This is an optimization exercise on Yosys and OpenROAD, whose aim is small area, a short achievable clock period and few clock cycles per item, not a production implementation. RTL that was checked went through simulation tests only; none was proved equivalent to the original. For runs 3 and 5, only the layout was checked, not whether the RTL still works.

==> flow/design.v, too long to show whole: its modules and the start of the top module <==
// module yrc_yuv_px: 620 lines
// module yrc_chroma: 738 lines
// module yrc_gray_px: 374 lines
// module yrc_pix2x2: 87 lines
module yrc_pix2x2 (
    input  wire        clk,
    input  wire        rst,         
    input  wire        in_valid,
    output wire        in_ready,
    input  wire [31:0] in_y,        
    input  wire [7:0]  in_v,
    input  wire [7:0]  in_u,
    output reg         out_valid,
    input  wire        out_ready,
    output reg  [95:0] out_rgb,     
    output reg  [31:0] out_gray     
);
  // ...
==> flow/flow/run.sh <==
#!/bin/bash
# Standard layout with three changes:
#  - between synthesis and floorplan, flow/invpush.py removes inverters around
#    full-adder cells in the synthesized netlist (a full adder is self-dual),
#    keeping every register as synthesized;
#  - the port buffers that global placement inserts are buf_2 cells;
#  - timing repair aims at 15.5 ns of setup slack (the clock stays 22 ns), so
#    that it sizes the critical paths for a shorter achieved period.
set -euo pipefail
R=orfs/results/${FLOW_PLATFORM}/yrc_pix2x2/base
bash standard.sh synth > synth.log 2>&1
cp $R/1_2_yosys.v $R/1_2_yosys_std.v
python3 flow/invpush.py $R/1_2_yosys_std.v $R/1_2_yosys.v > invpush.log 2>&1
# rebuild the synthesis database from the edited netlist, then lay it out
rm -f $R/1_synth.odb $R/1_synth.sdc
bash standard.sh finish "BUFFER_PORTS_ARGS=-buffer_cell sky130_fd_sc_hd__buf_2" SETUP_SLACK_MARGIN=15.5 > layout.log 2>&1
==> flow/flow/invpush.py <==
#!/usr/bin/env python3
"""Remove inverters around full adders in a mapped sky130 netlist.

A full adder is self-dual: FA(~a, ~b, ~c) = (~sum, ~cout). Yosys's full-adder
extraction often leaves inverters between full adders. This script chooses,
for every fa cell, whether it computes its function or its complement so
that as few inverters as possible are needed, then rebuilds the inverters:
one inverter per net whose complement is used. Registers and all other
cells are kept as they are. Usage: invpush.py IN.v OUT.v"""
import re, sys, random

OUTS = {"X", "Y", "Q", "Q_N", "SUM", "COUT", "HI", "LO"}
INV = "sky130_fd_sc_hd__inv_1"
FA = "sky130_fd_sc_hd__fa_1"

src = open(sys.argv[1]).read()
mod = re.search(r"module\s+(\w+)\s*\((.*?)\);(.*?)endmodule", src, re.S)
head_end = mod.start(3)
body = mod.group(3)
cell_re = re.compile(r"\n(\s*)(sky130_fd_sc_hd__\w+)\s+(\S+)\s*\((.*?)\);", re.S)
pin_re = re.compile(r"\.(\w+)\(([^()]*)\)")
cells = []
for m in cell_re.finditer(body):
    pins = [(p, n.strip()) for p, n in pin_re.findall(m.group(4))]
    cells.append([m.group(2), m.group(3), pins])
decl = cell_re.sub("", body)   # wire / input / output declarations

ports = set()
for m in re.finditer(r"^\s*(input|output)\s+(\[[^\]]*\]\s*)?(\w+)\s*;", decl, re.M):
    ports.add(m.group(3))
def is_port(net):
    return net.split("[")[0].strip() in ports or net.startswith("1'")

driver = {}
for i, (ty, nm, pins) in enumerate(cells):
    for p, n in pins:
        if p in OUTS: driver[n] = (i, p)

# inverters we may remove: input and output are internal nets
inv_of = {}   # output net -> input net
for i, (ty, nm, pins) in enumerate(cells):
    if ty.startswith("sky130_fd_sc_hd__inv_") or ty.startswith("sky130_fd_sc_hd__clkinv_"):
        d = dict(pins)
        if not is_port(d["Y"]):
            inv_of[d["Y"]] = d["A"]
def lit(net):
    """(source net, polarity) of a net, looking through removable inverters."""
    pol = 0
    while net in inv_of:
        net = inv_of[net]; pol ^= 1
    return net, pol

removed = set(i for i, (ty, nm, pins) in enumerate(cells)
              if (ty.startswith("sky130_fd_sc_hd__inv_") or ty.startswith("sky130_fd_sc_hd__clkinv_"))
              and dict(pins)["Y"] in inv_of)
fa_idx = [i for i, c in enumerate(cells) if c[0] == FA]
fa_pos = {i: k for k, i in enumerate(fa_idx)}
flip = {i: 0 for i in fa_idx}

# consumers: (cell index or None, pin, source, pol)
cons = []
for i, (ty, nm, pins) in enumerate(cells):
    if i in removed: continue
    for p, n in pins:
        if p in OUTS: continue
        s, pol = lit(n)
        cons.append((i, p, s, pol))
# output ports driven through removable inverters: keep them as loads
port_loads = []
for n in list(inv_of):
    pass
# a net whose source is an fa output is flipped with that fa
def src_flip(s):
    d = driver.get(s)
    if d and d[0] in flip: return flip[d[0]]
    return 0
by_src = {}
for k, (i, p, s, pol) in enumerate(cons):
    by_src.setdefault(s, []).append(k)
def need_inv(k):
    i, p, s, pol = cons[k]
    f = flip.get(i, 0) if cells[i][0] == FA else 0
    return pol ^ src_flip(s) ^ f
# nets that must stay un-inverted as seen by ports: a removable inverter's input
# net that is itself a port output is not an issue; output ports are never
# removable inverter outputs by construction. But a port net driven by a flipped
# fa would change the port's value: forbid flipping fas that drive ports.
fixed = set()
for i in fa_idx:
    for p, n in cells[i][2]:
        if p in OUTS and is_port(n): fixed.add(i)
def cost_src(s):
    return 1 if any(need_inv(k) for k in by_src.get(s, [])) else 0
def fa_nets(i):
    ins = [lit(n)[0] for p, n in cells[i][2] if p not in OUTS]
    outs = [n for p, n in cells[i][2] if p in OUTS]
    return set(ins + outs)
total0 = sum(cost_src(s) for s in by_src)
rng = random.Random(1)
free = [i for i in fa_idx if i not in fixed]
netsof = {i: fa_nets(i) for i in free}
cur = total0; best = cur; best_flip = dict(flip); rounds = 0
T = 0.6
for rounds in range(400):
    rng.shuffle(free)
    for i in free:
        nets = netsof[i]
        before = sum(cost_src(s) for s in nets)
        flip[i] ^= 1
        after = sum(cost_src(s) for s in nets)
        d = after - before
        if d <= 0 or rng.random() < pow(2.718, -d / T):
            cur += d
            if cur < best: best = cur; best_flip = dict(flip)
        else:
            flip[i] ^= 1
    T *= 0.985
flip.update(best_flip)
total1 = sum(cost_src(s) for s in by_src)
sys.stderr.write("inverters: %d removable, before %d, after %d, flipped %d fa, %d rounds\n"
                 % (len(removed), total0, total1, sum(flip.values()), rounds))

def esc(n):
    n = n.strip()
    return n + " " if n.startswith("\\") else n

# rebuild
new_inv = {}
extra_decl = []
def inv_net(s):
    if s not in new_inv:
        nn = "\\invp_%d " % len(new_inv)
        new_inv[s] = nn
        extra_decl.append("  wire %s;" % nn)
    return new_inv[s]
conn = {}
for k, (i, p, s, pol) in enumerate(cons):
    conn[(i, p)] = inv_net(s) if need_inv(k) else s
out = [src[:head_end], decl.rstrip("\n"), "\n".join(extra_decl)]
for i, (ty, nm, pins) in enumerate(cells):
    if i in removed: continue
    ps = ",\n".join("    .%s(%s)" % (p, esc(n if p in OUTS else conn[(i, p)])) for p, n in pins)
    out.append("  %s %s (\n%s\n  );" % (ty, nm, ps))
for s, nn in new_inv.items():
    out.append("  %s \\invp_cell_%s  (\n    .A(%s),\n    .Y(%s)\n  );" % (INV, nn.strip()[6:], esc(s), esc(nn)))
out.append("endmodule\n")
rest = src[mod.end():]
open(sys.argv[2], "w").write("\n".join(out) + rest)
==> flow/standard.sh <==
#!/bin/bash
# synth_recipe.tcl (not shown) runs the flow's synth.tcl, then flattens the netlist and writes it again
# the make line also repeats each setting of config.mk as NAME=value (left out here)
make -C /OpenROAD-flow-scripts/flow DESIGN_CONFIG=/design/flow/config.mk WORK_HOME=/design/flow/orfs CLKGATE_MAP_FILE= SYNTH_SCRIPT=/design/flow/synth_recipe.tcl "${@:-finish}"
==> flow/config.mk <==
export PLATFORM = sky130hd
export DESIGN_NAME = yrc_pix2x2
export DESIGN_NICKNAME = yrc_pix2x2
export VERILOG_FILES = /design/flow/design.v
export SDC_FILE = /design/flow/constraint.sdc
export NUM_CORES = 4
export LEC_CHECK = 0
export CAP_MARGIN = 20
export CORE_MARGIN = 2
export CORE_UTILIZATION = 40
export SLEW_MARGIN = 20
==> flow/constraint.sdc <==
create_clock -name core_clock -period 22.0 [get_ports {clk}]
set_input_delay 4.4000 -clock core_clock [delete_from_list [all_inputs] [get_ports {clk}]]
set_output_delay 4.4000 -clock core_clock [all_outputs]
set_load 0.01 [all_outputs]
==> impl_metrics.py, run 1 <==
metrics = {
    "worst_setup_path": {
        "r2r-end": "s2[7]$_DFFE_PN_",
        "ff2ff_path_depth": 22,
        "path_max_fanout": 70,
        "reg2reg_setup_slack_ps": 15790,
    },
    "sta": {
        "slew_violations": 0,
        "finalHoldViolations": 0,
        "fin_ws_ps": 15750,
        "slew_headroom": 0.281,
        "worstMarginPinSlew_ps": 1070,
    },
    "clock_network": {
        "clock_sinks": 455,
    },
    "layout": {
        "multi_input_area_share": 0.601,
        "clk_share": 0.0363,
        "final_core_util": 0.446,
        "reg_top3": "s2 (128), s1 (97), out_rgb (96)",
        "flops_and_latches": 455,
        "signal_buffers": 207,
        "largest_class": "multi-input combinational cells",
        "most-common-layout-cells": "ha_1 (653), fa_1 (650), inv_1 (461)",
        "drive_gt1_frac": 0.118,
        "ff_latch_area_um2": 13100,
    },
    "drt": {
        "wl_per_cell_um": 20.3,
        "via_per_inst": 5.08,
        "first_pass_iters": 5,
    },
    "floorplanning": {
        "die_area_um2": 114000,
        "core-area_um2": 111000,
        "die_x_um": 338,
    },
    "global_routing": {
        "met3_usage": 0.0234,
        "grt_use_met2": 0.327,
        "grt_max_degree": 80,
        "grt_use_total": 0.197,
    },
    "flow_run": {
        "drv_cap": 0,
    },
    "status": {
        "status": "complete, no violations",
    },
    "synthesis": {
        "synth_fp_nets": 4953,
    },
}
Testbench counts, summed over its fixed seeds: cycles 8,016, items 8,000.
==> run 2, diff against run 1 <==
==> flow/flow/run.sh (replaced) <==
#!/bin/bash
# Standard layout with three changes:
#  - between synthesis and floorplan, flow/invpush.py removes inverters around
#    full-adder cells in the synthesized netlist (a full adder is self-dual),
#    keeping every register as synthesized;
#  - the port buffers that global placement inserts are buf_2 cells;
#  - timing repair aims at 16.5 ns of setup slack (the clock stays 22 ns), so
#    that it sizes the critical paths for a shorter achieved period.
set -euo pipefail
R=orfs/results/${FLOW_PLATFORM}/yrc_pix2x2/base
bash standard.sh synth > synth.log 2>&1
cp $R/1_2_yosys.v $R/1_2_yosys_std.v
python3 flow/invpush.py $R/1_2_yosys_std.v $R/1_2_yosys.v > invpush.log 2>&1
# rebuild the synthesis database from the edited netlist, then lay it out
rm -f $R/1_synth.odb $R/1_synth.sdc
bash standard.sh finish "BUFFER_PORTS_ARGS=-buffer_cell sky130_fd_sc_hd__buf_2" SETUP_SLACK_MARGIN=16.5 > layout.log 2>&1
==> impl_metrics.py, run 2 <==
metrics = {
    "min_path": {
        "min_to": "s1[21]$_DFFE_PN_",
        "worstHoldStart": "f0[21]$_DFFE_PP_",
        "worst_hold_path_type": "reg -> reg",
        "hold_path_depth": 0,
    },
    "placed_design": {
        "portBuffers": 181,
        "place_congestion": 0.896,
        "hpwlAfterDp_mm": 90.3,
    },
    "drt": {
        "first_pass_iters": 5,
        "wl_met3_mm": 4.62,
        "via_per_inst": 5.12,
        "antenna_left": 0,
        "wl_mm": 115,
        "dr_total_vias": 28717,
        "drc_errors": 0,
        "wl_met2_mm": 56.3,
        "wl_per_cell_um": 20.6,
        "highest_layer": "met5",
        "drt-initial-drc-count": 1708,
        "wl_met1_mm": 51.6,
    },
    "global_routing": {
        "grt_max_degree": 95,
        "overflow": 0,
        "antenna_found_initial": 6,
        "grt_pass1_wl_mm": 177,
        "grt_pass1_vias": 29778,
        "grt_use_total": 0.206,
    },
    "sta": {
        "fin_crit_ps": 5700,
        "fmax_mhz": 175,
        "finalHoldViolations": 0,
        "setup_tns_ps": 0,
        "slew_headroom": 0.401,
        "slew_violations": 0,
        "worstMarginPinSlew_ps": 898,
        "holdWs_ps": 419,
        "setup_viol": 0,
        "rsz0062_at_grt": "yes",
        "fin_skew_ps": 17.5,
        "fin_crit_sh": 0.259,
    },
    "worst_setup_path": {
        "crit_type": "reg -> reg",
        "start_kind": "register",
        "arrival_ps": 6090,
        "cp-end-kind": "register",
        "cp.required_ps": 22390,
        "slowest_stage": "fa_1",
        "path_max_fanout": 7,
        "r2r_start": "s2[42]$_DFFE_PN_",
        "ff2ff_path_depth": 19,
        "reg2reg_setup_slack_ps": 16300,
        "critical_path.max_stage_delay_ps": 520,
        "r2r-end": "out_gray[15]$_DFFE_PN_",
        "crit_chain": "buf_4 -> or2_4 -> inv_6 -> fa_2 -> fa_2 -> fa_1 -> fa_1 -> fa_1 -> ha_4 -> a21o_1 -> a2111o_1 -> a211oi_4 -> nor4_4 -> nor2_1 -> a211o_1 -> o21a_1 -> fa_2 -> xor2_1 -> xnor2_1",
    },
    "layout": {
        "top_register": "s2",
        "synthToLayoutAreaGrowth_pct": 19.6,
        "mostFrequentLayoutCell": "ha_1",
        "most-common-layout-cells": "ha_1 (613), fa_1 (560), edfxtp_1 (401)",
        "drive_gt1_frac": 0.252,
        "nets": 5436,
        "n_fill_cell": 9934,
        "reg_top3": "s2 (128), s1 (97), out_rgb (96)",
        "largest_reg_flops": 128,
        "final_core_util": 0.482,
    },
    "floorplanning": {
        "dieHeight_um": 338,
        "die_area_um2": 114000,
        "top_level_ports": 182,
        "start_util": 0.403,
        "die_x_um": 338,
        "core-area_um2": 111000,
        "fp-row-count": 122,
    },
    "clock_network": {
        "hold_buffers": 0,
        "clock_sinks": 455,
        "ctsLongestPathBuffers": 3,
        "clkLatencyLatePin_ps": 650,
        "path_clk_slew_ps": 60,
        "cts_tree": "done",
        "htree_levels": 2,
        "clockRootBuffer": "clkbuf_16",
        "cts_buffers": 54,
    },
    "synthesis": {
        "synth_fp_nets": 4953,
        "syn_area_um2": 44500,
        "synth_cells": 3598,
        "yosysWarnings": 1,
        "syn_area_per_cell_um2": 12.4,
    },
    "flow_run": {
        "drv_cap": 0,
    },
    "status": {
        "status": "complete, no violations",
    },
}
## run 2: cell types whose count changed in the layout (fill, tap and decap cells not counted), sizes merged, moves of 5 or more
cell      change
clkinvlp     +43
clkinv        -5
inv          -42
buf         +240
## run 2: area by class of cell
cell class,count,area (um^2),share of cell area
diodes,3,7.51,0.000141
clock buffers,66,1420,0.0266
clock inverters,32,312,0.00585
inverters,467,1990,0.0374
multi-input cells,2655,31400,0.590
flip-flops and latches,455,13100,0.247
well taps,1488,1860,0.0350
repair buffers,448,3120,0.0586
## run 2: worst max-delay path: cells and delay by family, from the launching register on
family                     cells  cell delay (ps)
AOI/OAI and AO/OA              5              930
DFF                            1              500
xor gates and xnor gates       2              270
and+or+nand+nor                3              560
adders and majority gates      7             2910
buffers and inverters          2              260
## run 2: stage by stage
stage                     std cells  setup WS (ps)  cell area [um^2]
after floorplan                3598          11740             44700
after global placement         5257          15310             47500
after detailed placement       5257          15270             47500
after CTS                      5477          16250             51000
after global routing           5612          16120             53200
final                          5614          16300             53200
## run 2: metal layers
metal	vias up	track usage
met1	14555	0.282
met2	588	0.350
li1	13404	-
met4	6	0.0425
met3	164	0.0265
met5	-	0
## run 2: worst max path at each step
| stage | start | to | depth (start not counted) |
|---|---|---|---|
| after floorplan | out_ready | out_gray[0]$_DFFE_PN_ | 2 |
| after global placement | out_ready | out_gray[10]$_DFFE_PN_ | 5 |
| after detailed placement | out_ready | out_rgb[30]$_DFFE_PN_ | 5 |
| after CTS | out_rgb[93]$_DFFE_PN_ | out_rgb[93] | 1 |
| after global routing | s2[73]$_DFFE_PN_ | out_gray[23]$_DFFE_PN_ | 19 |
| final | s2[42]$_DFFE_PN_ | out_gray[15]$_DFFE_PN_ | 19 |
## run 2: timing repair
item | CTS | global route
endpoints found under the setup margin | 416 | 403
setup buffers | 120 | 134
cloned | 2 | 0
resized for setup | 216 | 260
pin swaps | 58 | 143
==> module yrc_pix2x2, before the edit <==
module yrc_pix2x2 (
    input  wire        clk,
    input  wire        rst,         
    input  wire        in_valid,
    output wire        in_ready,
    input  wire [31:0] in_y,        
    input  wire [7:0]  in_v,
    input  wire [7:0]  in_u,
    output reg         out_valid,
    input  wire        out_ready,
    output reg  [95:0] out_rgb,     
    output reg  [31:0] out_gray     
);
    wire adv = !out_valid || out_ready;
    reg  [1:0]  cnt;                
    reg         full;               
    reg  [47:0] f0, f1;             
    reg         s1_valid, s2_valid;
    reg  [97:0] s1;                 
    reg  [127:0] s2;                
    assign in_ready = !full;
    wire push = in_valid && !full;
    wire pop  = adv && (cnt != 2'd0);
    wire [31:0] yl_in;
    genvar k;
    generate
        for (k = 0; k < 4; k = k + 1) begin : yin
            assign yl_in[8*k +: 8] = (in_y[8*k+4 +: 4] == 4'd0) ? 8'd0
                                   : {in_y[8*k+4 +: 4] - 4'd1, in_y[8*k +: 4]};
        end
    endgenerate
    wire [47:0] blk_in = {in_u, in_v, yl_in};
    always @(posedge clk) begin
        if (rst) begin
            cnt       <= 2'd0;
            full      <= 1'b0;
            s1_valid  <= 1'b0;
            s2_valid  <= 1'b0;
            out_valid <= 1'b0;
        end else begin
            cnt  <= cnt + {1'b0, push} - {1'b0, pop};
            full <= (cnt + {1'b0, push} - {1'b0, pop}) == 2'd2;
            if (adv) begin
                s1_valid  <= cnt != 2'd0;
                s2_valid  <= s1_valid;
                out_valid <= s2_valid;
            end
        end
    end
    always @(posedge clk) begin
        if (cnt == 2'd0 || pop) f0 <= full ? f1 : blk_in;
        if (!full)              f1 <= blk_in;
    end
    wire [7:0]  h_v = f0[39:32];
    wire [7:0]  h_u = f0[47:40];
    wire [17:0] cr;
    wire [28:0] cg;
    wire [18:0] cb;
    yrc_chroma u_chroma (.v(h_v), .u(h_u), .nv(~h_v), .nu(~h_u), .cr(cr), .cg(cg), .cb(cb));
    wire [17:0] s1_cr = s1[49:32];
    wire [28:0] s1_cg = s1[78:50];
    wire [18:0] s1_cb = s1[97:79];
    wire [127:0] sums;
    wire [95:0]  rgb;
    wire [31:0]  gray;
    generate
        for (k = 0; k < 4; k = k + 1) begin : px
            yrc_yuv_px u_yuv (
                .yl(s1[8*k +: 8]), .cr(s1_cr), .cg(s1_cg), .cb(s1_cb),
                .rs(sums[32*k +: 11]), .gs(sums[32*k+11 +: 10]), .bs(sums[32*k+21 +: 11])
            );
            yrc_gray_px u_gray (
                .rs(s2[32*k +: 11]), .gs(s2[32*k+11 +: 10]), .bs(s2[32*k+21 +: 11]),
                .r(rgb[24*k +: 8]), .g(rgb[24*k+8 +: 8]), .b(rgb[24*k+16 +: 8]),
                .gray(gray[8*k +: 8])
            );
        end
    endgenerate
    always @(posedge clk) begin
        if (adv) begin
            s1       <= {cb, cg, cr, f0[31:0]};
            s2       <= sums;
            out_rgb  <= rgb;
            out_gray <= gray;
        end
    end
endmodule
==> run 3, diff against run 2 <==
--- a/flow/design.v
+++ b/flow/design.v
@@ -1753,15 +1753,7 @@
     assign in_ready = !full;
     wire push = in_valid && !full;
     wire pop  = adv && (cnt != 2'd0);
-    wire [31:0] yl_in;
-    genvar k;
-    generate
-        for (k = 0; k < 4; k = k + 1) begin : yin
-            assign yl_in[8*k +: 8] = (in_y[8*k+4 +: 4] == 4'd0) ? 8'd0
-                                   : {in_y[8*k+4 +: 4] - 4'd1, in_y[8*k +: 4]};
-        end
-    endgenerate
-    wire [47:0] blk_in = {in_u, in_v, yl_in};
+    wire [47:0] blk_in = {in_u, in_v, in_y};
     always @(posedge clk) begin
         if (rst) begin
             cnt       <= 2'd0;
@@ -1789,6 +1781,14 @@
     wire [28:0] cg;
     wire [18:0] cb;
     yrc_chroma u_chroma (.v(h_v), .u(h_u), .nv(~h_v), .nu(~h_u), .cr(cr), .cg(cg), .cb(cb));
+    wire [31:0] yl;
+    genvar k;
+    generate
+        for (k = 0; k < 4; k = k + 1) begin : yin
+            assign yl[8*k +: 8] = (f0[8*k+4 +: 4] == 4'd0) ? 8'd0
+                                : {f0[8*k+4 +: 4] - 4'd1, f0[8*k +: 4]};
+        end
+    endgenerate
     wire [17:0] s1_cr = s1[49:32];
     wire [28:0] s1_cg = s1[78:50];
     wire [18:0] s1_cb = s1[97:79];
@@ -1810,7 +1810,7 @@
     endgenerate
     always @(posedge clk) begin
         if (adv) begin
-            s1       <= {cb, cg, cr, f0[31:0]};
+            s1       <= {cb, cg, cr, yl};
             s2       <= sums;
             out_rgb  <= rgb;
             out_gray <= gray;
==> impl_metrics.py, run 3 <==
metrics = {
    "status": {
        "status": "complete, no violations",
    },
    "sta": {
        "finalHoldViolations": 0,
        "rsz0062_at_grt": "yes",
        "slew_violations": 0,
        "fmax_mhz": 173,
        "worstMarginPinSlew_ps": 784,
        "fin_skew_ps": 74.8,
        "holdWs_ps": 468,
        "setup_tns_ps": 0,
        "fin_crit_sh": 0.263,
        "setup_viol": 0,
        "slew_headroom": 0.475,
        "fin_crit_ps": 5790,
    },
    "floorplanning": {
        "die_area_um2": 114000,
        "start_util": 0.403,
        "fp-row-count": 122,
        "die_x_um": 338,
        "core-area_um2": 111000,
        "dieHeight_um": 338,
        "top_level_ports": 182,
    },
    "flow_run": {
        "drv_cap": 0,
    },
    "layout": {
        "largest_reg_flops": 128,
        "diodes": 0,
        "nets": 5412,
        "synthToLayoutAreaGrowth_pct": 19.0,
        "most-common-layout-cells": "ha_1 (635), fa_1 (585), edfxtp_1 (401)",
        "reg_top3": "s2 (128), s1 (97), out_rgb (96)",
        "drive_gt1_frac": 0.240,
        "top_register": "s2",
        "n_fill_cell": 9861,
        "mostFrequentLayoutCell": "ha_1",
    },
    "clock_network": {
        "clockRootBuffer": "clkbuf_16",
        "ctsLongestPathBuffers": 3,
        "hold_buffers": 0,
        "htree_levels": 2,
        "cts_buffers": 55,
        "clkLatencyLatePin_ps": 700,
        "clock_sinks": 455,
        "cts_tree": "done",
        "path_clk_slew_ps": 70,
    },
    "global_routing": {
        "overflow": 0,
        "grt_pass1_wl_mm": 174,
        "antenna_found_initial": 4,
        "grt_max_degree": 73,
        "grt_pass1_vias": 30013,
        "grt_use_total": 0.202,
    },
    "synthesis": {
        "synth_fp_nets": 4938,
        "yosysWarnings": 1,
        "syn_area_per_cell_um2": 12.5,
        "syn_area_um2": 44600,
        "synth_cells": 3575,
    },
    "min_path": {
        "worstHoldStart": "s1_valid$_SDFFE_PP0N_",
        "worst_hold_path_type": "reg -> reg",
    },
    "drt": {
        "drt-initial-drc-count": 1446,
        "wl_per_cell_um": 20.4,
        "dr_total_vias": 28295,
        "via_per_inst": 5.07,
        "drc_errors": 0,
        "wl_mm": 114,
        "first_pass_iters": 5,
        "antenna_left": 0,
    },
    "placed_design": {
        "place_congestion": 0.900,
        "portBuffers": 181,
        "hpwlAfterDp_mm": 89.1,
    },
    "worst_setup_path": {
        "arrival_ps": 6230,
        "setup.worst_path.start": "s2[41]$_DFFE_PN_",
        "start_kind": "register",
        "r2r_start": "s2[41]$_DFFE_PN_",
        "cp.required_ps": 22440,
        "crit_type": "reg -> reg",
        "cp-end-kind": "register",
        "path_max_fanout": 8,
    },
}
run 3: worst paths after layout:
path | cells after the start | slack, ps | end
setup / recovery | 24 | 16210 | out_gray[15]$_DFFE_PN_
hold / removal | 2 | 470 | s2_valid$_SDFFE_PP0N_
setup reg to reg | 24 | 16210 | out_gray[15]$_DFFE_PN_
hold reg to reg | 2 | 470 | s2_valid$_SDFFE_PP0N_
run 3: routing by layer:
layer,vias up,part of all wire,track usage
met5,-,0,0
met4,0,0.030,0.0652
met3,171,0.046,0.0295
met2,613,0.49,0.345
met1,14284,0.43,0.265
li1,13227,-,-
run 3: critical path, stage by stage (launching register included):
cell,delay (ps)
edfxtp_1,370
or2_4,320
nor2_2,90
or2_4,150
inv_6,40
fa_1,500
fa_2,400
fa_1,510
fa_1,430
fa_1,540
ha_4,210
a21o_1,170
a21oi_2,130
nor2b_1,50
o21ai_1,120
o211ai_1,180
o41ai_2,240
buf_4,170
o21a_1,130
o21a_1,120
inv_1,40
fa_2,330
inv_2,60
xor2_1,160
xnor2_1,90
run 3: through the flow:
step / setup WS [ps] / instance area, um^2 / utilization / std cells
after global routing: 15960 / 53100 / 0.480 / 5584
after global placement: 14260 / 47500 / 0.430 / 5242
after floorplan: 11740 / 44700 / - / 3575
after detailed placement: 14190 / 47500 / 0.430 / 5242
after CTS: 16230 / 51600 / 0.466 / 5478
final: 16210 / 53100 / 0.480 / 5584
run 3: timing repair:
item | in CTS | in global routing
setup buffers | 129 | 104
pin swaps | 72 | 95
gates cloned | 3 | 2
endpoints found under the setup margin | 461 | 371
gates resized for setup | 238 | 151
run 3: cell type report:
class / instances / area (um^2) / share of cell area
Multi-Input combinational cell: 2631 / 31000 / 0.584
Sequential cell: 455 / 13100 / 0.247
Timing Repair Buffer: 437 / 3080 / 0.0579
Inverter: 469 / 1990 / 0.0374
Tap cell: 1488 / 1860 / 0.0351
Clock buffer: 62 / 1420 / 0.0268
Clock inverter: 42 / 629 / 0.0119
==> run 4, diff against run 3 <==
--- a/flow/design.v
+++ b/flow/design.v
@@ -1753,7 +1753,15 @@
     assign in_ready = !full;
     wire push = in_valid && !full;
     wire pop  = adv && (cnt != 2'd0);
-    wire [47:0] blk_in = {in_u, in_v, in_y};
+    wire [31:0] yl_in;
+    genvar k;
+    generate
+        for (k = 0; k < 4; k = k + 1) begin : yin
+            assign yl_in[8*k +: 8] = (in_y[8*k+4 +: 4] == 4'd0) ? 8'd0
+                                   : {in_y[8*k+4 +: 4] - 4'd1, in_y[8*k +: 4]};
+        end
+    endgenerate
+    wire [47:0] blk_in = {in_u, in_v, yl_in};
     always @(posedge clk) begin
         if (rst) begin
             cnt       <= 2'd0;
@@ -1781,14 +1789,6 @@
     wire [28:0] cg;
     wire [18:0] cb;
     yrc_chroma u_chroma (.v(h_v), .u(h_u), .nv(~h_v), .nu(~h_u), .cr(cr), .cg(cg), .cb(cb));
-    wire [31:0] yl;
-    genvar k;
-    generate
-        for (k = 0; k < 4; k = k + 1) begin : yin
-            assign yl[8*k +: 8] = (f0[8*k+4 +: 4] == 4'd0) ? 8'd0
-                                : {f0[8*k+4 +: 4] - 4'd1, f0[8*k +: 4]};
-        end
-    endgenerate
     wire [17:0] s1_cr = s1[49:32];
     wire [28:0] s1_cg = s1[78:50];
     wire [18:0] s1_cb = s1[97:79];
@@ -1810,7 +1810,7 @@
     endgenerate
     always @(posedge clk) begin
         if (adv) begin
-            s1       <= {cb, cg, cr, yl};
+            s1       <= {cb, cg, cr, f0[31:0]};
             s2       <= sums;
             out_rgb  <= rgb;
             out_gray <= gray;
==> flow/flow/run.sh (replaced) <==
#!/bin/bash
# Standard layout with two changes:
#  - between synthesis and floorplan, flow/invpush.py removes inverters around
#    full-adder cells in the synthesized netlist (a full adder is self-dual),
#    keeping every register as synthesized;
#  - the port buffers that global placement inserts are buf_2 cells.
set -euo pipefail
R=orfs/results/${FLOW_PLATFORM}/yrc_pix2x2/base
bash standard.sh synth > synth.log 2>&1
cp $R/1_2_yosys.v $R/1_2_yosys_std.v
python3 flow/invpush.py $R/1_2_yosys_std.v $R/1_2_yosys.v > invpush.log 2>&1
# rebuild the synthesis database from the edited netlist, then lay it out
rm -f $R/1_synth.odb $R/1_synth.sdc
bash standard.sh finish "BUFFER_PORTS_ARGS=-buffer_cell sky130_fd_sc_hd__buf_2" > layout.log 2>&1
==> impl_metrics.py, run 4 <==
metrics = {
    "status": {
        "status": "complete, no violations",
    },
    "worst_setup_path": {
        "path_max_fanout": 61,
        "start_kind": "register",
        "cp-end-kind": "primary output",
        "cp.required_ps": 17600,
        "crit_type": "reg -> out",
        "arrival_ps": 2410,
    },
    "drt": {
        "drt-initial-drc-count": 1502,
        "wl_per_cell_um": 20.3,
        "dr_total_vias": 27182,
        "drc_errors": 0,
        "wl_mm": 109,
        "first_pass_iters": 5,
        "antenna_left": 0,
        "via_per_inst": 5.07,
    },
    "global_routing": {
        "grt_use_total": 0.197,
        "grt_max_degree": 167,
        "antenna_found_initial": 0,
        "grt_pass1_vias": 28795,
        "grt_pass1_wl_mm": 170,
        "overflow": 0,
    },
    "synthesis": {
        "yosysWarnings": 1,
        "syn_area_per_cell_um2": 12.4,
        "syn_area_um2": 44500,
        "synth_cells": 3598,
        "synth_fp_nets": 4953,
    },
    "layout": {
        "top_register": "s2",
        "reg_top3": "s2 (128), s1 (97), out_rgb (96)",
        "largest_reg_flops": 128,
        "drive_gt1_frac": 0.108,
        "mostFrequentLayoutCell": "ha_1",
        "final_cells": 5357,
        "diodes": 0,
        "most-common-layout-cells": "ha_1 (653), fa_1 (650), inv_1 (465)",
        "nets": 5179,
        "n_fill_cell": 10364,
        "synthToLayoutAreaGrowth_pct": 10.5,
    },
    "placed_design": {
        "hpwlAfterDp_mm": 90.2,
        "dp_cells": 5257,
        "place_congestion": 0.911,
        "portBuffers": 181,
    },
    "clock_network": {
        "hold_buffers": 0,
        "htree_levels": 2,
        "post_cts_buffers": 0,
        "cts_resized": 0,
        "clkLatencyLatePin_ps": 670,
        "path_clk_slew_ps": 60,
        "cts_buffers": 53,
        "clockRootBuffer": "clkbuf_16",
        "clock_sinks": 455,
        "ctsLongestPathBuffers": 3,
        "cts_tree": "done",
    },
    "sta": {
        "slew_headroom": 0.252,
        "setup_tns_ps": 0,
        "slew_violations": 0,
        "fmax_mhz": 147,
        "fin_crit_ps": 6810,
        "holdWs_ps": 414,
        "worstMarginPinSlew_ps": 1120,
        "setup_viol": 0,
        "rsz0062_at_grt": "no",
        "fin_skew_ps": 37.9,
        "fin_crit_sh": 0.310,
        "finalHoldViolations": 0,
    },
    "floorplanning": {
        "die_x_um": 338,
        "fp-row-count": 122,
        "dieHeight_um": 338,
        "top_level_ports": 182,
        "start_util": 0.403,
        "core-area_um2": 111000,
        "die_area_um2": 114000,
    },
    "flow_run": {
        "drv_cap": 0,
    },
    "min_path": {
        "worst_hold_path_type": "reg -> reg",
    },
}
## run 4: cell types whose count changed in the layout (fill, tap and decap cells not counted), moves of 22 or more
| cell | previous run | this run |
|---|---|---|
| ha_4 | 22 | 0 |
| or2_2 | 58 | 87 |
| clkinvlp_4 | 50 | 6 |
| fa_2 | 65 | 0 |
| a211oi_1 | 9 | 33 |
| inv_2 | 25 | 0 |
| inv_1 | 381 | 465 |
| a21o_1 | 84 | 61 |
| nor2_1 | 186 | 237 |
| fa_1 | 585 | 650 |
| buf_4 | 241 | 10 |
| mux2_2 | 48 | 21 |
| or2_4 | 26 | 0 |
| o21ai_0 | 53 | 109 |
## run 4: cell type report
class	count	area (um^2)	area share
multi-input cells	2655	29600	0.601
flip-flops and latches	455	13100	0.267
well taps	1488	1860	0.0379
inverters	467	1760	0.0358
clock buffers	71	1480	0.0300
repair buffers	192	1000	0.0204
clock inverters	29	382	0.00776
## run 4: routing by layer
layer | GRT usage | share of wire | wire length (um) | up-vias
met5 | 0 | 0 | 0 | -
met4 | 0.0475 | 0.024 | 2560 | 0
met3 | 0.0262 | 0.042 | 4610 | 131
met2 | 0.327 | 0.47 | 51500 | 535
met1 | 0.275 | 0.46 | 49900 | 13625
li1 | - | - | - | 12891
## run 4: worst paths after layout
kind,start,to,slack [ps],cells past startpoint
hold reg to reg,f0[0]$_DFFE_PP_,s1[0]$_DFFE_PN_,410,0
hold / removal,f0[0]$_DFFE_PP_,s1[0]$_DFFE_PN_,410,0
setup / recovery,full$_SDFF_PP0_,in_ready,15190,3
setup reg to reg,s2[73]$_DFFE_PN_,out_gray[23]$_DFFE_PN_,15510,22
## run 4: per-stage QoR
step                worst slack, ps  cell area (um^2)  utilization
global placement              15350             47300        0.428
CTS                           14970             49200        0.445
finish                        15190             49200        0.445
floorplan                      9990             44500            -
detailed placement            15330             47300        0.428
global route                  14940             49200        0.445
## run 4: worst max-delay path: stages (launching register included)
cell	delay, ps
dfxtp_2	310
buf_4	510
clkinv_1	620
buf_2	320
Testbench counts of run 4, summed over its fixed seeds: cycles 8,016, items 8,000.
==> run 5, diff against run 4 <==
--- a/flow/design.v
+++ b/flow/design.v
@@ -1744,61 +1744,51 @@
     output reg  [31:0] out_gray     
 );
     wire adv = !out_valid || out_ready;
-    reg  [1:0]  cnt;                
-    reg         full;               
-    reg  [47:0] f0, f1;             
-    reg         s1_valid, s2_valid;
-    reg  [97:0] s1;                 
-    reg  [127:0] s2;                
-    assign in_ready = !full;
-    wire push = in_valid && !full;
-    wire pop  = adv && (cnt != 2'd0);
-    wire [31:0] yl_in;
-    genvar k;
-    generate
-        for (k = 0; k < 4; k = k + 1) begin : yin
-            assign yl_in[8*k +: 8] = (in_y[8*k+4 +: 4] == 4'd0) ? 8'd0
-                                   : {in_y[8*k+4 +: 4] - 4'd1, in_y[8*k +: 4]};
-        end
-    endgenerate
-    wire [47:0] blk_in = {in_u, in_v, yl_in};
+    reg        sk_valid;
+    reg [47:0] sk;
+    reg        s1_valid, s2_valid;
+    reg [47:0] s1;
+    reg [127:0] s2;    
+    assign in_ready = !sk_valid;
+    wire in_fire = in_valid && !sk_valid;
     always @(posedge clk) begin
         if (rst) begin
-            cnt       <= 2'd0;
-            full      <= 1'b0;
+            sk_valid  <= 1'b0;
             s1_valid  <= 1'b0;
             s2_valid  <= 1'b0;
             out_valid <= 1'b0;
         end else begin
-            cnt  <= cnt + {1'b0, push} - {1'b0, pop};
-            full <= (cnt + {1'b0, push} - {1'b0, pop}) == 2'd2;
             if (adv) begin
-                s1_valid  <= cnt != 2'd0;
+                sk_valid  <= 1'b0;
+                s1_valid  <= sk_valid || in_fire;
                 s2_valid  <= s1_valid;
                 out_valid <= s2_valid;
+            end else if (in_fire) begin
+                sk_valid  <= 1'b1;
             end
         end
     end
     always @(posedge clk) begin
-        if (cnt == 2'd0 || pop) f0 <= full ? f1 : blk_in;
-        if (!full)              f1 <= blk_in;
+        if (!sk_valid) sk <= {in_u, in_v, in_y};
     end
-    wire [7:0]  h_v = f0[39:32];
-    wire [7:0]  h_u = f0[47:40];
+    wire [7:0]  y_v = s1[39:32];
+    wire [7:0]  y_u = s1[47:40];
     wire [17:0] cr;
     wire [28:0] cg;
     wire [18:0] cb;
-    yrc_chroma u_chroma (.v(h_v), .u(h_u), .nv(~h_v), .nu(~h_u), .cr(cr), .cg(cg), .cb(cb));
-    wire [17:0] s1_cr = s1[49:32];
-    wire [28:0] s1_cg = s1[78:50];
-    wire [18:0] s1_cb = s1[97:79];
+    yrc_chroma u_chroma (.v(y_v), .u(y_u), .nv(~y_v), .nu(~y_u), .cr(cr), .cg(cg), .cb(cb));
     wire [127:0] sums;
     wire [95:0]  rgb;
     wire [31:0]  gray;
+    wire [47:0] blk = sk_valid ? sk : {in_u, in_v, in_y};
+    wire [31:0] yl;
+    genvar k;
     generate
         for (k = 0; k < 4; k = k + 1) begin : px
+            assign yl[8*k +: 8] = (blk[8*k+4 +: 4] == 4'd0) ? 8'd0
+                                : {blk[8*k+4 +: 4] - 4'd1, blk[8*k +: 4]};
             yrc_yuv_px u_yuv (
-                .yl(s1[8*k +: 8]), .cr(s1_cr), .cg(s1_cg), .cb(s1_cb),
+                .yl(s1[8*k +: 8]), .cr(cr), .cg(cg), .cb(cb),
                 .rs(sums[32*k +: 11]), .gs(sums[32*k+11 +: 10]), .bs(sums[32*k+21 +: 11])
             );
             yrc_gray_px u_gray (
@@ -1810,7 +1800,7 @@
     endgenerate
     always @(posedge clk) begin
         if (adv) begin
-            s1       <= {cb, cg, cr, f0[31:0]};
+            s1       <= {blk[47:32], yl};
             s2       <= sums;
             out_rgb  <= rgb;
             out_gray <= gray;
==> impl_metrics.py, run 5 <==
metrics = {
    "sta": {
        "fin_crit_sh": 0.377,
        "fmax_mhz": 121,
        "fin_crit_ps": 8280,
        "slew_headroom": 0.214,
        "slew_violations": 0,
        "fin_skew_ps": 28.3,
        "setup_tns_ps": 0,
        "worstMarginPinSlew_ps": 1170,
        "finalHoldViolations": 0,
        "fin_ws_ps": 13720,
        "rsz0062_at_grt": "no",
        "setup_viol": 0,
        "holdWs_ps": 459,
    },
    "worst_setup_path": {
        "reg2reg_setup_slack_ps": 13720,
        "path_max_fanout": 8,
        "start_kind": "register",
        "arrival_ps": 8650,
        "ff2ff_path_depth": 27,
        "cp.required_ps": 22360,
        "r2r_start": "s1[32]$_DFFE_PP_",
        "r2r-end": "s2[19]$_DFFE_PP_",
        "cp-end-kind": "register",
        "crit_type": "reg -> reg",
    },
    "clock_network": {
        "ctsLongestPathBuffers": 3,
        "cts_buffers": 45,
        "path_clk_slew_ps": 60,
        "clkLatencyLatePin_ps": 640,
        "clockRootBuffer": "clkbuf_16",
        "cts_resized": 0,
        "post_cts_buffers": 0,
        "clock_sinks": 356,
        "htree_levels": 2,
        "cts_tree": "done",
        "hold_buffers": 0,
    },
    "min_path": {
        "min_to": "out_valid$_SDFFE_PP0P_",
        "hold_path_depth": 2,
        "worst_hold_path_type": "reg -> reg",
        "worstHoldStart": "s2_valid$_SDFFE_PP0P_",
    },
    "drt": {
        "wl_per_cell_um": 20.5,
        "drc_errors": 0,
        "via_per_inst": 5.12,
        "dr_total_vias": 26205,
        "wl_mm": 105,
        "first_pass_iters": 5,
        "antenna_left": 0,
        "drt-initial-drc-count": 1402,
    },
    "layout": {
        "largest_reg_flops": 128,
        "diodes": 0,
        "top_register": "s2",
        "most-common-layout-cells": "ha_1 (663), fa_1 (645), inv_1 (453)",
        "drive_gt1_frac": 0.117,
        "reg_top3": "s2 (128), out_rgb (96)",
        "nets": 5066,
        "final_area_um2": 46200,
        "mostFrequentLayoutCell": "ha_1",
        "synthToLayoutAreaGrowth_pct": 10.6,
    },
    "placed_design": {
        "hpwlAfterDp_mm": 87.9,
        "place_congestion": 0.905,
        "preCtsSetupSlack_ps": 13700,
        "portBuffers": 181,
        "postPlaceCellArea_um2": 44500,
    },
    "synthesis": {
        "syn_area_per_cell_um2": 12.0,
        "synth_cells": 3472,
        "synth_fp_nets": 4832,
        "yosysWarnings": 1,
        "syn_area_um2": 41700,
    },
    "floorplanning": {
        "die_area_um2": 107000,
        "core-area_um2": 103000,
        "top_level_ports": 182,
        "fp-row-count": 118,
        "die_x_um": 327,
        "start_util": 0.403,
        "dieHeight_um": 327,
    },
    "global_routing": {
        "grt_max_degree": 135,
        "grt_use_total": 0.203,
        "grt_pass1_vias": 27913,
        "overflow": 0,
        "antenna_found_initial": 0,
        "grt_pass1_wl_mm": 166,
    },
    "status": {
        "status": "complete, no violations",
    },
    "flow_run": {
        "drv_cap": 0,
    },
}
-- run 5: final cells by class --
cell class	count	area [um^2]
flip-flops and latches	356	10200
clock inverters	28	410
well taps	1380	1730
fillers	9501	57300
clock buffers	55	1250
repair buffers	206	1110
inverters	453	1700
multi-input cells	2644	29800
-- run 5: worst max-delay path, cell delays in order, from the launching register on --
cell,delay (ps)
edfxtp_1,620
inv_1,390
fa_1,540
fa_1,560
fa_1,480
ha_1,340
a41o_1,220
a21oi_1,140
o31ai_1,130
a21oi_1,250
o21ai_0,250
and2_1,250
a21oi_1,210
nor2b_1,70
o21ai_0,150
nand2b_1,100
fa_1,380
xnor2_1,660
inv_1,340
ha_1,310
nor3_1,180
o311ai_0,160
a31oi_1,330
nor2b_1,90
o21ai_0,220
nand2b_1,110
fa_1,380
xor2_1,170
-- run 5: worst max-delay path by stage --
stage | startpoint | to | slack [ps] | cells past startpoint
4_1_cts | s1[32]$_DFFE_PP_ | s2[19]$_DFFE_PP_ | 13640 | 27
5_1_grt | s1[40]$_DFFE_PP_ | s2[19]$_DFFE_PP_ | 13180 | 27
3_5_place_dp | s1[32]$_DFFE_PP_ | s2[19]$_DFFE_PP_ | 13700 | 27
3_3_place_gp | s1[32]$_DFFE_PP_ | s2[19]$_DFFE_PP_ | 13790 | 27
2_1_floorplan | out_ready | out_valid$_SDFFE_PP0P_ | 8330 | 3
6_report | s1[32]$_DFFE_PP_ | s2[19]$_DFFE_PP_ | 13720 | 27
-- run 5: per-stage QoR --
| stage | std cells | util |
|---|---|---|
| 3_5_place_dp | 5039 | 0.430 |
| 3_3_place_gp | 5039 | 0.430 |
| 5_1_grt | 5122 | 0.446 |
| 6_report | 5122 | 0.446 |
| 4_1_cts | 5122 | 0.446 |
| 2_1_floorplan | 3472 | - |
-- run 5: metal layers --
metal | global-route usage | vias up | part of all wire
li1 | - | 12403 | -
met1 | 0.285 | 13148 | 0.46
met2 | 0.335 | 540 | 0.48
met3 | 0.0284 | 114 | 0.044
met4 | 0.0417 | 0 | 0.020
met5 | 0 | - | 0

## static timing again, ports no longer ideal
The flow's constraints put no driver on any port. The routed layouts listed below were extracted and timed again, unchanged, in two steps. Step 1 (the two cells are an assumption about what drives the block):
set clk [get_ports {clk}]
set_driving_cell -lib_cell sky130_fd_sc_hd__clkbuf_16 $clk
set_driving_cell -lib_cell sky130_fd_sc_hd__buf_2 [delete_from_list [all_inputs] $clk]
Step 2 adds t to the input delays and takes it off the output delays; t is the mean of the earliest and latest rising clock arrival at the registers after step 1. Input paths then give back, and output paths get back, about the clock's delay inside the block. Slacks: ideal / step 1 / step 2; pairs: ideal / step 1.
run	t (ns)	setup WS [ns]	hold WS [ns]	worst register clock-pin slew, ns	pins driven straight from the clock port
run 1	0.704	15.749 / 15.790 / 15.086	0.365 / 0.365 / 0.365	0.08 / 0.08	1
run 2	0.710	16.302 / 16.243 / 15.938	0.419 / 0.419 / 0.419	0.07 / 0.07	1
run 3	0.726	16.208 / 16.208 / 15.858	0.468 / 0.468 / 0.468	0.07 / 0.07	1
run 4	0.716	15.185 / 15.116 / 15.305	0.414 / 0.414 / 0.414	0.07 / 0.07	1
run 5	0.693	13.716 / 13.716 / 13.716	0.459 / 0.459 / 0.459	0.07 / 0.07	1
After both steps setup and hold are still met in every run listed. The setup slack of run 1, which loses most, moves by +0.041 ns with the drivers and by -0.663 ns with both steps.
